Context: an optimization exercise on an open-source flow, tuned for a short achievable clock period and few clock cycles per item. The choices shown serve that exercise and are no tape-out recipe. Only simulation tests tie the RTL to the original design; equivalence was not proved. The clock port is modelled as an ideal driver; clocking choices that lean on that would not hold on a real chip. Power and IR drop assume default switching activity.

== old ==
## wav12_compressor
module wav12_compressor (
    input  wire        clk,
    input  wire        rst,
    input  wire        start,
    input  wire [3:0]  cfg_shift,
    input  wire [15:0] cfg_nsamples,
    output wire        idle,
    output wire        done,
    input  wire        in_valid,
    input  wire [15:0] in_sample,
    output wire        in_ready,
    output wire        out_valid,
    output wire [7:0]  out_data,
    output wire        out_last,
    input  wire        out_ready
);
Size: ~2200 cells after synthesis, roughly 500 flip-flops, ~54 I/O pins.
export LEC_CHECK = 0
export CAP_MARGIN = 20
export CORE_MARGIN = 2
export CORE_UTILIZATION = 40
export PLACE_DENSITY = 0.6
export SLEW_MARGIN = 20
create_clock -name core_clock -period 10.0 [get_ports {clk}]
standard.sh (not shown) runs the stock make flow with config.mk's settings and CLKGATE_MAP_FILE= SYNTH_SCRIPT=/design/flow/synth_recipe.tcl, a recipe that flattens the netlist after the stock synthesis.
==> flow/flow/run.sh <==
#!/bin/bash
set -euo pipefail
bash standard.sh SETUP_SLACK_MARGIN=7 finish > standard_flow.log 2>&1
Testbench counts of old, summed over its fixed seeds: cycles 78,028, samples 57,887.
For new, these inputs were changed with respect to old:
==> flow/run.sh (new file) <==
#!/bin/bash
# synth_recipe.tcl (not shown) runs the flow's synth.tcl, then flattens the netlist and writes it again
# the make line also repeats each setting of config.mk as NAME=value (left out here)
make -C /OpenROAD-flow-scripts/flow DESIGN_CONFIG=/design/flow/config.mk WORK_HOME=/design/flow/orfs CLKGATE_MAP_FILE= SYNTH_SCRIPT=/design/flow/synth_recipe.tcl finish
removed: flow/flow/run.sh
removed: flow/standard.sh
==> run summary <==
- Relative to old, the critical path depth of new is higher by 12.
- Compared new against old; aggregate global-route resource usage within noise.
- Count of clock-buffer cells in the layout went down slightly going from old to new.
- Global-route met2 utilization delta for new relative to old: 0.40 points higher
- Comparing new against old, there is no change at all in count of antenna diodes in the layout.
- The run showing the greater met3 wirelength from detailed routing is new.
- new vs. old: post-route total power -about 2.6%, number of fill cells -20, inverter count ~0 delta.
- Compared to old, the router laid down less metal wire for new.

========
The RTL this note starts from:
==> flow/design.v <==
module wav12_compressor (
    input  wire        clk,
    input  wire        rst,
    input  wire        start,
    input  wire [3:0]  cfg_shift,
    input  wire [15:0] cfg_nsamples,
    output wire        idle,
    output wire        done,
    input  wire        in_valid,
    input  wire [15:0] in_sample,
    output wire        in_ready,
    output wire        out_valid,
    output wire [7:0]  out_data,
    output wire        out_last,
    input  wire        out_ready
);
    reg        idle_q, done_q, in_ready_q, start_q, stall_q;
    reg [15:0] rem;          
    reg [15:0] shift_oh;     
    wire go      = start & idle_q;
    wire take    = in_valid & in_ready_q;
    wire cfg_nz  = |cfg_nsamples;
    reg        take_q;
    wire rem_is0 = take_q ? (rem == 16'd1) : (rem == 16'd0);
    wire rem_is1 = take_q ? (rem == 16'd2) : (rem == 16'd1);
    wire adv     = ~stall_q;
    wire [30:0] in_x = {{15{in_sample[15]}}, in_sample};
    reg  [15:0] xq;
    integer b;
    always @* begin
        for (b = 0; b < 16; b = b + 1)
            xq[b] = |(shift_oh & in_x[b +: 16]);
    end
    reg        v0, l0;
    reg [15:0] x0;
    wire       v0_hold = v0 & stall_q;
    wire       v0_next = take | v0_hold;
    always @(posedge clk) begin
        if (!v0_hold) begin
            x0 <= xq;
            l0 <= rem_is1;
        end
        if (rst) v0 <= 1'b0;
        else     v0 <= v0_next;
    end
    reg        v1, l1;
    reg signed [15:0] x1;
    reg signed [17:0] x1_3;          
    wire signed [17:0] x0w = $signed(x0);
    always @(posedge clk) begin
        if (adv) begin
            x1   <= $signed(x0);
            x1_3 <= x0w + (x0w <<< 1);
            l1   <= l0;
        end
        if (rst)      v1 <= 1'b0;
        else if (adv) v1 <= v0;
    end
    reg signed [15:0] p1;            
    reg signed [19:0] g;             
    reg signed [19:0] h;             
    wire signed [19:0] xw    = x1;
    wire signed [19:0] x3w   = x1_3;
    wire signed [19:0] p1w   = p1;
    wire signed [19:0] e_pos = xw - g;
    wire signed [19:0] e_neg = g - xw;
    wire signed [19:0] g_nx  = x3w + h;
    wire signed [19:0] h_nx  = p1w - x3w;
    reg        v2, l2, neg2;
    reg [19:0] ep2, en2;             
    reg [15:0] x2;
    always @(posedge clk) begin
        if (start_q) begin
            p1 <= 16'sd0;
            g  <= 20'sd0;
            h  <= 20'sd0;
        end else if (adv & v1) begin
            p1 <= x1;
            g  <= g_nx;
            h  <= h_nx;
        end
        if (adv) begin
            ep2  <= e_pos;
            en2  <= e_neg;
            neg2 <= e_pos[19];
            x2   <= x1;
            l2   <= l1;
        end
        if (rst)      v2 <= 1'b0;
        else if (adv) v2 <= v1;
    end
    wire [19:0] ad2 = neg2 ? en2 : ep2;     
    reg  [2:0] pos_acc;
    reg [15:0] sel;
    integer i;
    always @* begin
        sel[0] = |ad2[19:15];
        for (i = 2; i <= 15; i = i + 1)
            sel[i] = ad2[i-1] & ~(|(ad2[19:0] >> i));
        sel[1] = ~(|ad2[19:1]);
    end
    reg [3:0] code_c;
    reg [4:0] sh_c;
    reg [1:0] nf_c;
    reg [2:0] nb_c, pos_c;
    reg [4:0] t_w;
    integer j;
    always @* begin
        code_c = 4'd0; sh_c = 5'd0; nf_c = 2'd0; nb_c = 3'd0; pos_c = 3'd0;
        for (j = 0; j <= 15; j = j + 1) begin
            t_w = {2'b00, pos_acc} + ((j == 0) ? 5'd20 : 5'd5 + j[4:0]);
            if (sel[j]) begin
                code_c = code_c | (j[3:0] - 4'd1);
                sh_c   = sh_c | (5'd27 - j[4:0] - {2'b00, pos_acc});
                nf_c   = nf_c | t_w[4:3];
                nb_c   = nb_c | ({1'b0, t_w[4:3]} + {2'b00, l2 & (t_w[2:0] != 3'd0)});
                pos_c  = pos_c | t_w[2:0];
            end
        end
    end
    wire esc_c = sel[0];
    reg        v3, l3, neg3, esc3;
    reg [14:0] mag3;
    reg [15:0] x3;
    reg [3:0]  code3;
    reg [4:0]  sh3;          
    reg [2:0]  pos3;
    reg [1:0]  nf3;          
    reg [2:0]  nb3;          
    always @(posedge clk) begin
        if (adv) begin
            mag3  <= ad2[14:0];
            neg3  <= neg2;
            esc3  <= esc_c;
            x3    <= x2;
            code3 <= code_c;
            sh3   <= sh_c;
            pos3  <= pos_acc;
            nf3   <= nf_c;
            nb3   <= nb_c;
            l3    <= l2;
        end
        if (start_q)
            pos_acc <= 3'd0;
        else if (adv & v2)
            pos_acc <= pos_c;
        if (rst)      v3 <= 1'b0;
        else if (adv) v3 <= v2;
    end
    reg  [7:0]  carry;
    wire [31:0] head_n = {code3, ~neg3, 27'd0} >> pos3;
    wire [31:0] mag_n  = {17'd0, mag3} << sh3;
    wire [31:0] unit_e = {4'hF, x3, 12'd0} >> pos3;
    wire [31:0] al4    = esc3 ? unit_e : (head_n | mag_n);
    wire [31:0] m4     = al4 | {carry, 24'd0};
    reg  [7:0]  part4;
    always @* begin
        case (nf3)
            2'd0: part4 = m4[31:24];
            2'd1: part4 = m4[23:16];
            2'd2: part4 = m4[15:8];
            default: part4 = m4[7:0];
        endcase
    end
    always @(posedge clk) begin
        if (start_q)
            carry <= 8'd0;
        else if (adv & v3)
            carry <= part4;
    end
    wire        v4  = adv & v3;
    reg [7:0] fdata [0:15];
    reg       flast [0:15];
    reg [3:0] wptr, rptr, rptr1;     
    reg [4:0] count;
    wire [2:0] wn = v4 ? nb3 : 3'd0;           
    integer k;
    always @(posedge clk) begin
        for (k = 0; k < 16; k = k + 1) begin : wr
            reg [3:0] rel;
            rel = k[3:0] - wptr;
            if (rel < {1'b0, wn}) begin
                case (rel[1:0])
                    2'd0: fdata[k] <= m4[31:24];
                    2'd1: fdata[k] <= m4[23:16];
                    2'd2: fdata[k] <= m4[15:8];
                    default: fdata[k] <= m4[7:0];
                endcase
                flast[k] <= l3 & (rel[2:0] == nb3 - 3'd1);
            end
        end
    end
    reg       ov_q, ol_q;
    reg [7:0] od_q;
    wire       xfer    = ov_q & out_ready;
    wire       cnt_is0 = (count == 5'd0);
    wire       cnt_is1 = (count == 5'd1);
    wire [4:0] cnt_add = count + {2'b00, wn};
    wire [4:0] cnt_sub = cnt_add - 5'd1;
    wire [7:0] hd0 = cnt_is0 ? m4[31:24] : fdata[rptr];
    wire       hl0 = cnt_is0 ? (l3 & (nb3 == 3'd1)) : flast[rptr];
    wire [7:0] hd1 = cnt_is1 ? m4[31:24] : fdata[rptr1];
    wire       hl1 = cnt_is1 ? (l3 & (nb3 == 3'd1)) : flast[rptr1];
    always @(posedge clk) begin
        od_q <= xfer ? hd1 : hd0;
        ol_q <= xfer ? hl1 : hl0;
        if (rst) begin
            ov_q  <= 1'b0;
            rptr  <= 4'd0;
            rptr1 <= 4'd1;
            wptr  <= 4'd0;
            count <= 5'd0;
        end else begin
            ov_q  <= xfer ? (cnt_sub != 5'd0) : (cnt_add != 5'd0);
            rptr  <= xfer ? rptr1 : rptr;
            rptr1 <= xfer ? rptr1 + 4'd1 : rptr1;
            wptr  <= wptr + {1'b0, wn};
            count <= xfer ? cnt_sub : cnt_add;
        end
    end
    wire stall_next = cnt_add > 5'd8;
    wire last_out  = xfer & ol_q;
    wire done_next = last_out | (go & ~cfg_nz);
    wire rdy_take  = ~rem_is0 & ~rem_is1 & ~stall_next;
    wire rdy_idle  = ~rem_is0 & (~v0_hold | ~stall_next);
    always @(posedge clk) begin
        if (idle_q) begin
            rem     <= cfg_nsamples;
            shift_oh <= 16'd1 << cfg_shift;
        end else if (take_q) begin
            rem     <= rem - 16'd1;
        end
        if (rst) begin
            idle_q     <= 1'b1;
            done_q     <= 1'b0;
            in_ready_q <= 1'b0;
            start_q    <= 1'b0;
            stall_q    <= 1'b0;
            take_q     <= 1'b0;
        end else begin
            take_q  <= take;
            done_q  <= done_next;
            start_q <= go;
            stall_q <= stall_next;
            if (go)             idle_q <= ~cfg_nz;
            else if (last_out)  idle_q <= 1'b1;
            if (idle_q)
                in_ready_q <= go & cfg_nz;
            else
                in_ready_q <= take ? rdy_take : rdy_idle;
        end
    end
    assign idle      = idle_q;
    assign done      = done_q;
    assign in_ready  = in_ready_q;
    assign out_valid = ov_q;
    assign out_data  = od_q;
    assign out_last  = ol_q;
endmodule
export LEC_CHECK = 0
export CAP_MARGIN = 20
export CORE_MARGIN = 2
export CORE_UTILIZATION = 40
export PLACE_DENSITY = 0.6
export SLEW_MARGIN = 20
create_clock -name core_clock -period 10.0 [get_ports {clk}]
==> flow/flow/run.sh <==
#!/bin/bash
set -euo pipefail
K=("SETUP_SLACK_MARGIN=8.0" "BUFFER_PORTS_ARGS=-buffer_cell sky130_fd_sc_hd__buf_4")
RES=orfs/results/$FLOW_PLATFORM/wav12_compressor/base
bash standard.sh "${K[@]}" cts > standard_cts.log 2>&1
RES=$RES openroad -no_init -exit flow/rmroot.tcl > rmroot.log 2>&1
if [[ -f $RES/4_cts.odb.new ]]; then
  cp $RES/4_cts.odb.new $RES/4_1_cts.odb
  sleep 1
  mv $RES/4_cts.odb.new $RES/4_cts.odb
  touch $RES/4_cts.sdc
fi
bash standard.sh "${K[@]}" finish > standard_finish.log 2>&1
==> flow/flow/rmroot.tcl <==
set res $::env(RES)
read_db $res/4_cts.odb
set block [ord::get_db_block]
set port_net [$block findNet clk]
set root ""
foreach it [$port_net getITerms] {
  set inst [$it getInst]
  if {[string match "clkbuf_0_*" [$inst getName]]} { set root $inst }
}
if {$root eq ""} { puts "no root buffer"; exit 0 }
set out_net [[$root findITerm X] getNet]
set loads {}
foreach it [$out_net getITerms] {
  if {[$it getInst] ne $root} { lappend loads $it }
}
set n_port [llength [$port_net getITerms]]
puts "root [$root getName] drives [llength $loads] pins; port drives $n_port pins"
if {[llength $loads] + $n_port - 1 > 4} { puts "too many loads, keeping the root"; exit 0 }
foreach it $loads {
  $it disconnect
  $it connect $port_net
}
[$root findITerm A] disconnect
odb::dbInst_destroy $root
odb::dbNet_destroy $out_net
$port_net setSigType CLOCK
puts "port now drives [llength [$port_net getITerms]] pins"
write_db $res/4_cts.odb.new
Testbench counts at the start, summed over its fixed seeds: cycles 76,747, samples 57,887.
Edit:
--- a/flow/flow/run.sh
+++ b/flow/flow/run.sh
@@ -2,3 +2,3 @@
 set -euo pipefail
-K=("SETUP_SLACK_MARGIN=8.0" "BUFFER_PORTS_ARGS=-buffer_cell sky130_fd_sc_hd__buf_4")
+K=("SETUP_SLACK_MARGIN=7.7" "BUFFER_PORTS_ARGS=-buffer_cell sky130_fd_sc_hd__buf_4")
 RES=orfs/results/$FLOW_PLATFORM/wav12_compressor/base
Settings changed: CORE_UTILIZATION 40 to 65, PLACE_DENSITY 0.6 to 0.78.
Effect:
- non-clock buffer count is higher by 39
- hold slack is about the same
- sequential share of layout area is higher by 0.84 points
- clock power is lower by roughly a tenth
- count of clock-buffer cells in the layout is lower by 2
- die area is lower by well over a third
- final area is lower by a few percent
- sequential power is higher by a few percent
- cell count is lower by a little under a tenth
Edit:
Settings changed: CORE_UTILIZATION 65 to 40, PLACE_DENSITY 0.78 to 0.6.
Effect: Synthesized area does not change; final cell count climbs by 9.0%; clock power climbs by about 6%; critical path depth is unchanged; core utilization drops by 34 points; first-iteration DRC count drops by 60%; routed wire length drops by 23%; count of clock-buffer cells in the layout climbs by 9; global-route usage drops by 20 points; worst setup slack improved by 290 ps; die area climbs by 61%.

static timing again, ports no longer ideal:
The results above use ideal ports. As a check the final layouts listed here were re-extracted and re-timed, cells and wires unchanged. Step 1, drivers: a clkbuf_16 drives clk and a buf_2 each remaining input, both assumed. Step 2 also shifts input and output timing later by t, the mid clock arrival at the registers, as if the neighbouring blocks saw the same clock. Three values: ideal ports, drivers, drivers and shift; two values: the first two.
| run | shift t [ns] | slack for setup (ns) | clock arrival spread, ns | slew at the worst register clock pin (ns) | pins driven straight from the clock port |
|---|---|---|---|---|---|
| old | 0.664 | 6.823 / 6.762 / 6.249 | 0.036 / 0.036 | 0.07 / 0.07 | 1 |
| new | 0.660 | 5.725 / 5.759 / 5.099 | 0.040 / 0.040 | 0.07 / 0.07 | 1 |
| the first run of note 2 | 0.542 | 7.080 / 6.954 / 6.809 | 0.059 / 0.059 | 0.07 / 0.07 | 4 |
| the second run of note 2 | 0.547 | 6.792 / 6.792 / 6.774 | 0.045 / 0.045 | 0.08 / 0.08 | 4 |
| the third run of note 2 | 0.536 | 7.086 / 6.977 / 6.832 | 0.037 / 0.037 | 0.07 / 0.07 | 4 |
After both steps setup and hold are still met in every run listed. The setup slack of new, which loses most, moves by +0.034 ns with the drivers and by -0.626 ns with both steps.
